What follows belongs to an exercise in optimizing a design on an open flow for small area, a short achievable clock period and few clock cycles; a production flow would make more cautious choices.
Function was checked by simulation only, so behaviour that the tests miss may differ from the original.
Power and IR drop assume default switching activity.

## midi_framer
module midi_framer (
  input  wire       clk,
  input  wire       rst,         
  input  wire       ev_valid,
  output wire       ev_ready,
  input  wire       ev_idle,     
  input  wire [7:0] ev_byte,
  output wire       wr_valid,
  input  wire       wr_ready,
  output wire [7:0] wr_addr,
  output wire [7:0] wr_data
);
  localparam [1:0] C_OTHER = 2'd0, C_RAW = 2'd1, C_ON = 2'd2, C_OFF = 2'd3;
  localparam [9:0] TC_534 = 10'h05D, TC_536 = 10'h175, TC_998 = 10'h159;
  localparam [2:0] VK_4 = 3'd5, VK_5 = 3'd6, VK_6 = 3'd3, VK_0 = 3'd0;
  reg  [9:0] tc;
  reg  [6:0] te;
  reg        lf;         
  reg        pn;         
  reg  [6:0] vn0, vn1, vn2;
  reg  [2:0] vk0, vk1, vk2;
  reg        sv;
  reg  [1:0] cls;
  reg        cnt;
  reg  [6:0] fn;
  reg        ir_v;
  reg        iw;         
  reg        id1;        
  reg        ir_idle;
  reg  [7:0] ir_b;
  reg        mo;         
  reg        md;         
  reg        bz;         
  reg        h_v;        
  reg  [6:0] h_a;
  reg  [7:0] h_d;
  reg        hr;         
  reg  [2:0] pm;         
  reg        ap;         
  assign ev_ready = ~((iw & bz) | (id1 & ap));
  assign wr_valid = bz;
  assign wr_addr  = mo ? 8'h07 : {1'b0, h_a};
  assign wr_data  = md ? 8'h38 : h_d;
  wire busy = bz;
  wire proc = ir_v & ~(iw & busy) & ~(id1 & ap);
  wire occ0 = (vn0 != 7'd0), occ1 = (vn1 != 7'd0), occ2 = (vn2 != 7'd0);
  wire [2:0] evm = {occ2 & (vk2 == VK_0), occ1 & (vk1 == VK_0), occ0 & (vk0 == VK_0)};
  wire [6:0] v  = ir_b[6:0];
  wire       vz = (v == 7'd0);
  wire m0 = (vn0 == fn), m1 = (vn1 == fn), m2 = (vn2 == fn);
  wire       mf = m0 | m1 | m2;
  wire [1:0] ms = m0 ? 2'd0 : m1 ? 2'd1 : 2'd2;
  wire       ff = ~occ0 | ~occ1 | ~occ2;
  wire [1:0] fs = ~occ0 ? 2'd0 : ~occ1 ? 2'd1 : 2'd2;
  wire       do_raw   = (cls == C_RAW);
  wire       do_alloc = (cls == C_ON) & ~vz;
  ...
For scale: roughly 610 cells after synthesis, ~31 I/O pins, ~0.0054 mm2 of cells after synthesis.
clock: 10.0 ns
lec_check: 0
cap_margin: 20
core_margin: 2
core_utilization: 40
cts_buf_list: sky130_fd_sc_hd__clkbuf_8
slew_margin: 20
standard.sh (not shown) runs the stock make flow with config.mk's settings and CLKGATE_MAP_FILE= SYNTH_SCRIPT=/design/flow/synth_recipe.tcl, a recipe that flattens the netlist after the stock synthesis.
==> flow/flow/run.sh <==
#!/bin/bash
# Layout: the standard ORFS flow (standard.sh), with two changes:
#  1. after the standard synthesis, the combinational logic is mapped again by Yosys's
#     default ABC script (flip-flops, their names and cell types are kept as they are);
#  2. repair_timing aims for extra setup slack, and the ports get plain buffers (still
#     one buffer per port, as in the standard flow).
set -euo pipefail
KNOBS=(SETUP_SLACK_MARGIN=6.8 TNS_END_PERCENT=100 MATCH_CELL_FOOTPRINT=0
       "BUFFER_PORTS_ARGS=-buffer_cell sky130_fd_sc_hd__buf_2")
RES=orfs/results/${FLOW_PLATFORM}/midi_framer/base
bash standard.sh "${KNOBS[@]}" synth > flow_synth.log 2>&1
cp $RES/1_2_yosys.v $RES/1_2_yosys_standard.v
LIB=$FLOW_HOME/platforms/${FLOW_PLATFORM}/lib/sky130_fd_sc_hd__tt_025C_1v80.lib
DONT_USE=""
for c in $(grep -o 'sky130_fd_sc_hd__\(probe\|probec\|lpflow\)[a-z0-9_]*' $FLOW_HOME/platforms/${FLOW_PLATFORM}/config.mk); do
  DONT_USE="$DONT_USE -dont_use $c"
done
cat > remap.ys <<EOY
read_liberty -ignore_miss_func $LIB
read_verilog $RES/1_2_yosys_standard.v
hierarchy -top $FLOW_TOP
setattr -mod -set keep_hierarchy 1 sky130_fd_sc_hd__dfxtp_* sky130_fd_sc_hd__edfxtp_* sky130_fd_sc_hd__dfrtp_* sky130_fd_sc_hd__conb_1
flatten
opt_clean -purge
abc -liberty $LIB $DONT_USE
opt_clean -purge
hilomap -singleton -hicell sky130_fd_sc_hd__conb_1 HI -locell sky130_fd_sc_hd__conb_1 LO
opt_clean -purge
select $FLOW_TOP
tee -o remap_stat.txt stat -liberty $LIB
write_verilog -noattr -nohex -nodec -selected $RES/1_2_yosys.v
EOY
yosys -s remap.ys > flow_remap.log 2>&1
rm -f $RES/1_synth.odb $RES/1_synth.sdc
bash standard.sh "${KNOBS[@]}" finish > flow_layout.log 2>&1
The baseline finished clean.
Testbench counts at the start, summed over its fixed seeds: cycles 233,847.
Change:
--- a/flow/design.v
+++ b/flow/design.v
@@ -23,31 +23,29 @@
   reg  [1:0] cls;
   reg        cnt;
   reg  [6:0] fn;
   reg        ir_v;
   reg        iw;         
   reg        id1;        
   reg        ir_idle;
   reg  [7:0] ir_b;
   reg        mo;         
-  reg        md;         
-  reg        bz;         
   reg        h_v;        
   reg  [6:0] h_a;
   reg  [7:0] h_d;
   reg        hr;         
   reg  [2:0] pm;         
   reg        ap;         
-  assign ev_ready = ~((iw & bz) | (id1 & ap));
-  assign wr_valid = bz;
+  assign ev_ready = ~((iw & (mo | h_v)) | (id1 & ap));
+  assign wr_valid = mo | h_v;
   assign wr_addr  = mo ? 8'h07 : {1'b0, h_a};
-  assign wr_data  = md ? 8'h38 : h_d;
-  wire busy = bz;
+  assign wr_data  = mo ? 8'h38 : h_d;
+  wire busy = mo | h_v;
   wire proc = ir_v & ~(iw & busy) & ~(id1 & ap);
   wire occ0 = (vn0 != 7'd0), occ1 = (vn1 != 7'd0), occ2 = (vn2 != 7'd0);
   wire [2:0] evm = {occ2 & (vk2 == VK_0), occ1 & (vk1 == VK_0), occ0 & (vk0 == VK_0)};
   wire [6:0] v  = ir_b[6:0];
   wire       vz = (v == 7'd0);
   wire m0 = (vn0 == fn), m1 = (vn1 == fn), m2 = (vn2 == fn);
   wire       mf = m0 | m1 | m2;
   wire [1:0] ms = m0 ? 2'd0 : m1 ? 2'd1 : 2'd2;
   wire       ff = ~occ0 | ~occ1 | ~occ2;
@@ -98,32 +96,28 @@
     end
     if (rst) begin
       ir_v <= 1'b0;
       iw   <= 1'b0;
       id1  <= 1'b0;
       pn   <= 1'b0;
       sv   <= 1'b0;
       cnt  <= 1'b0;
       mo   <= 1'b0;
-      md   <= 1'b1;
-      bz   <= 1'b0;
       h_v  <= 1'b0;
       ap   <= 1'b0;
     end else begin
       ir_v <= keep | take;
       iw   <= iw_n;
       id1  <= id1_n;
       pn   <= pn_n;
       sv   <= sv_n;
       cnt  <= cnt_n;
       mo   <= mo_n;
-      md   <= mo_n | ~h_v_n;
-      bz   <= mo_n | h_v_n;
       h_v  <= h_v_n;
       ap   <= ap_n;
     end
     if (rst) begin
       tc <= 10'd0;
       te <= 7'd0;
       lf <= 1'b0;
     end else if (p_idle) begin
       if (pn) begin
What happened: Worst setup slack loses 110 ps; total power grows by 4.3%; final cell count decreases by 0.59%; final area is higher by 0.63%; die area falls by 0.51%; sequential power decreases by about 2%.
Testbench counts after the change, summed over its fixed seeds: cycles 233,847.

========
midi_framer with an RTL version that a note above also has.
Size: roughly 610 cells after synthesis.
==> flow/config.mk <==
export PLATFORM = sky130hd
export DESIGN_NAME = midi_framer
export DESIGN_NICKNAME = midi_framer
export VERILOG_FILES = /design/flow/design.v
export SDC_FILE = /design/flow/constraint.sdc
export NUM_CORES = 4
export LEC_CHECK = 0
export CAP_MARGIN = 20
export CORE_MARGIN = 2
export CORE_UTILIZATION = 60
export CTS_BUF_LIST = sky130_fd_sc_hd__clkbuf_8
export SLEW_MARGIN = 20
==> flow/constraint.sdc <==
create_clock -name core_clock -period 10.0 [get_ports {clk}]
set_input_delay 2.0000 -clock core_clock [delete_from_list [all_inputs] [get_ports {clk}]]
set_output_delay 2.0000 -clock core_clock [all_outputs]
set_load 0.01 [all_outputs]
Scripts as last shown in full above: flow/flow/run.sh
Testbench counts at the start, summed over its fixed seeds: cycles 233,847.
Edit:
--- a/flow/design.v
+++ b/flow/design.v
@@ -24,27 +24,29 @@
   reg        cnt;
   reg  [6:0] fn;
   reg        ir_v;
   reg        iw;         
   reg        id1;        
   reg        ir_idle;
   reg  [7:0] ir_b;
   reg        mo;         
+  reg        md;         
+  reg        bz;         
   reg        h_v;        
   reg  [6:0] h_a;
   reg  [7:0] h_d;
   reg        hr;         
   reg  [2:0] pm;         
   reg        ap;         
-  assign ev_ready = ~((iw & (mo | h_v)) | (id1 & ap));
-  assign wr_valid = mo | h_v;
+  assign ev_ready = ~((iw & bz) | (id1 & ap));
+  assign wr_valid = bz;
   assign wr_addr  = mo ? 8'h07 : {1'b0, h_a};
-  assign wr_data  = mo ? 8'h38 : h_d;
-  wire busy = mo | h_v;
+  assign wr_data  = md ? 8'h38 : h_d;
+  wire busy = bz;
   wire proc = ir_v & ~(iw & busy) & ~(id1 & ap);
   wire occ0 = (vn0 != 7'd0), occ1 = (vn1 != 7'd0), occ2 = (vn2 != 7'd0);
   wire [2:0] evm = {occ2 & (vk2 == VK_0), occ1 & (vk1 == VK_0), occ0 & (vk0 == VK_0)};
   wire [6:0] v  = ir_b[6:0];
   wire       vz = (v == 7'd0);
   wire m0 = (vn0 == fn), m1 = (vn1 == fn), m2 = (vn2 == fn);
   wire       mf = m0 | m1 | m2;
   wire [1:0] ms = m0 ? 2'd0 : m1 ? 2'd1 : 2'd2;
@@ -97,26 +99,30 @@
     if (rst) begin
       ir_v <= 1'b0;
       iw   <= 1'b0;
       id1  <= 1'b0;
       pn   <= 1'b0;
       sv   <= 1'b0;
       cnt  <= 1'b0;
       mo   <= 1'b0;
+      md   <= 1'b1;
+      bz   <= 1'b0;
       h_v  <= 1'b0;
       ap   <= 1'b0;
     end else begin
       ir_v <= keep | take;
       iw   <= iw_n;
       id1  <= id1_n;
       pn   <= pn_n;
       sv   <= sv_n;
       cnt  <= cnt_n;
       mo   <= mo_n;
+      md   <= mo_n | ~h_v_n;
+      bz   <= mo_n | h_v_n;
       h_v  <= h_v_n;
       ap   <= ap_n;
     end
     if (rst) begin
       tc <= 10'd0;
       te <= 7'd0;
       lf <= 1'b0;
     end else if (p_idle) begin
Final cell count is about the same.
Clock skew is higher by 0.0038 ns.
Combinational power is lower by about a fifth.
Sequential power is higher slightly.
Power is higher by a few percent.
Routed wire length is lower by a little under a tenth.
Clock-buffer cell count stays the same.
Cell area is lower slightly.
Global-route usage is lower by 1.7 points.
Sequential cell count is higher by 2.
Core utilization is lower by 0.65 points.
Testbench counts after the change, summed over its fixed seeds: cycles 233,847.

-- separate check: timing with driven ports --
In the flow no input, the clock included, has a driving cell. The finished layouts below were timed again as built, in two steps.
Step 1 sets driving cells, clkbuf_16 on the clock port and buf_2 on the other inputs (assumed; they add their load-dependent delay and slew).
Step 2 times the ports against the registers' clock, not the clock port: input delays grow and output delays shrink by t, the midpoint of the rising clock arrivals with the driver on.
Three values: ideal, step 1, step 2; two values: the first two.
| run | shift t [ns] | slack for setup (ns) | hold WS [ns] | worst setup path at the end | latest minus earliest clock arrival (ns) |
|---|---|---|---|---|---|
| the first run of note 1 | 0.392 | 6.855 / 6.822 / 6.624 | 0.470 / 0.470 / 0.470 | input to register | 0.009 / 0.009 |
| the second run of note 1 | 0.399 | 6.747 / 6.711 / 6.633 | 0.491 / 0.491 / 0.491 | input to register | 0.005 / 0.006 |
| the first run of note 2 | 0.400 | 6.777 / 6.743 / 6.429 | 0.480 / 0.480 / 0.480 | input to register | 0.014 / 0.014 |
| the second run of note 2 | 0.397 | 6.857 / 6.825 / 6.616 | 0.475 / 0.475 / 0.475 | input to register | 0.017 / 0.017 |
After both steps every run listed still meets setup and hold. The setup slack of the first run of note 2, which loses most, moves by -0.034 ns with the drivers and by -0.348 ns with both steps.
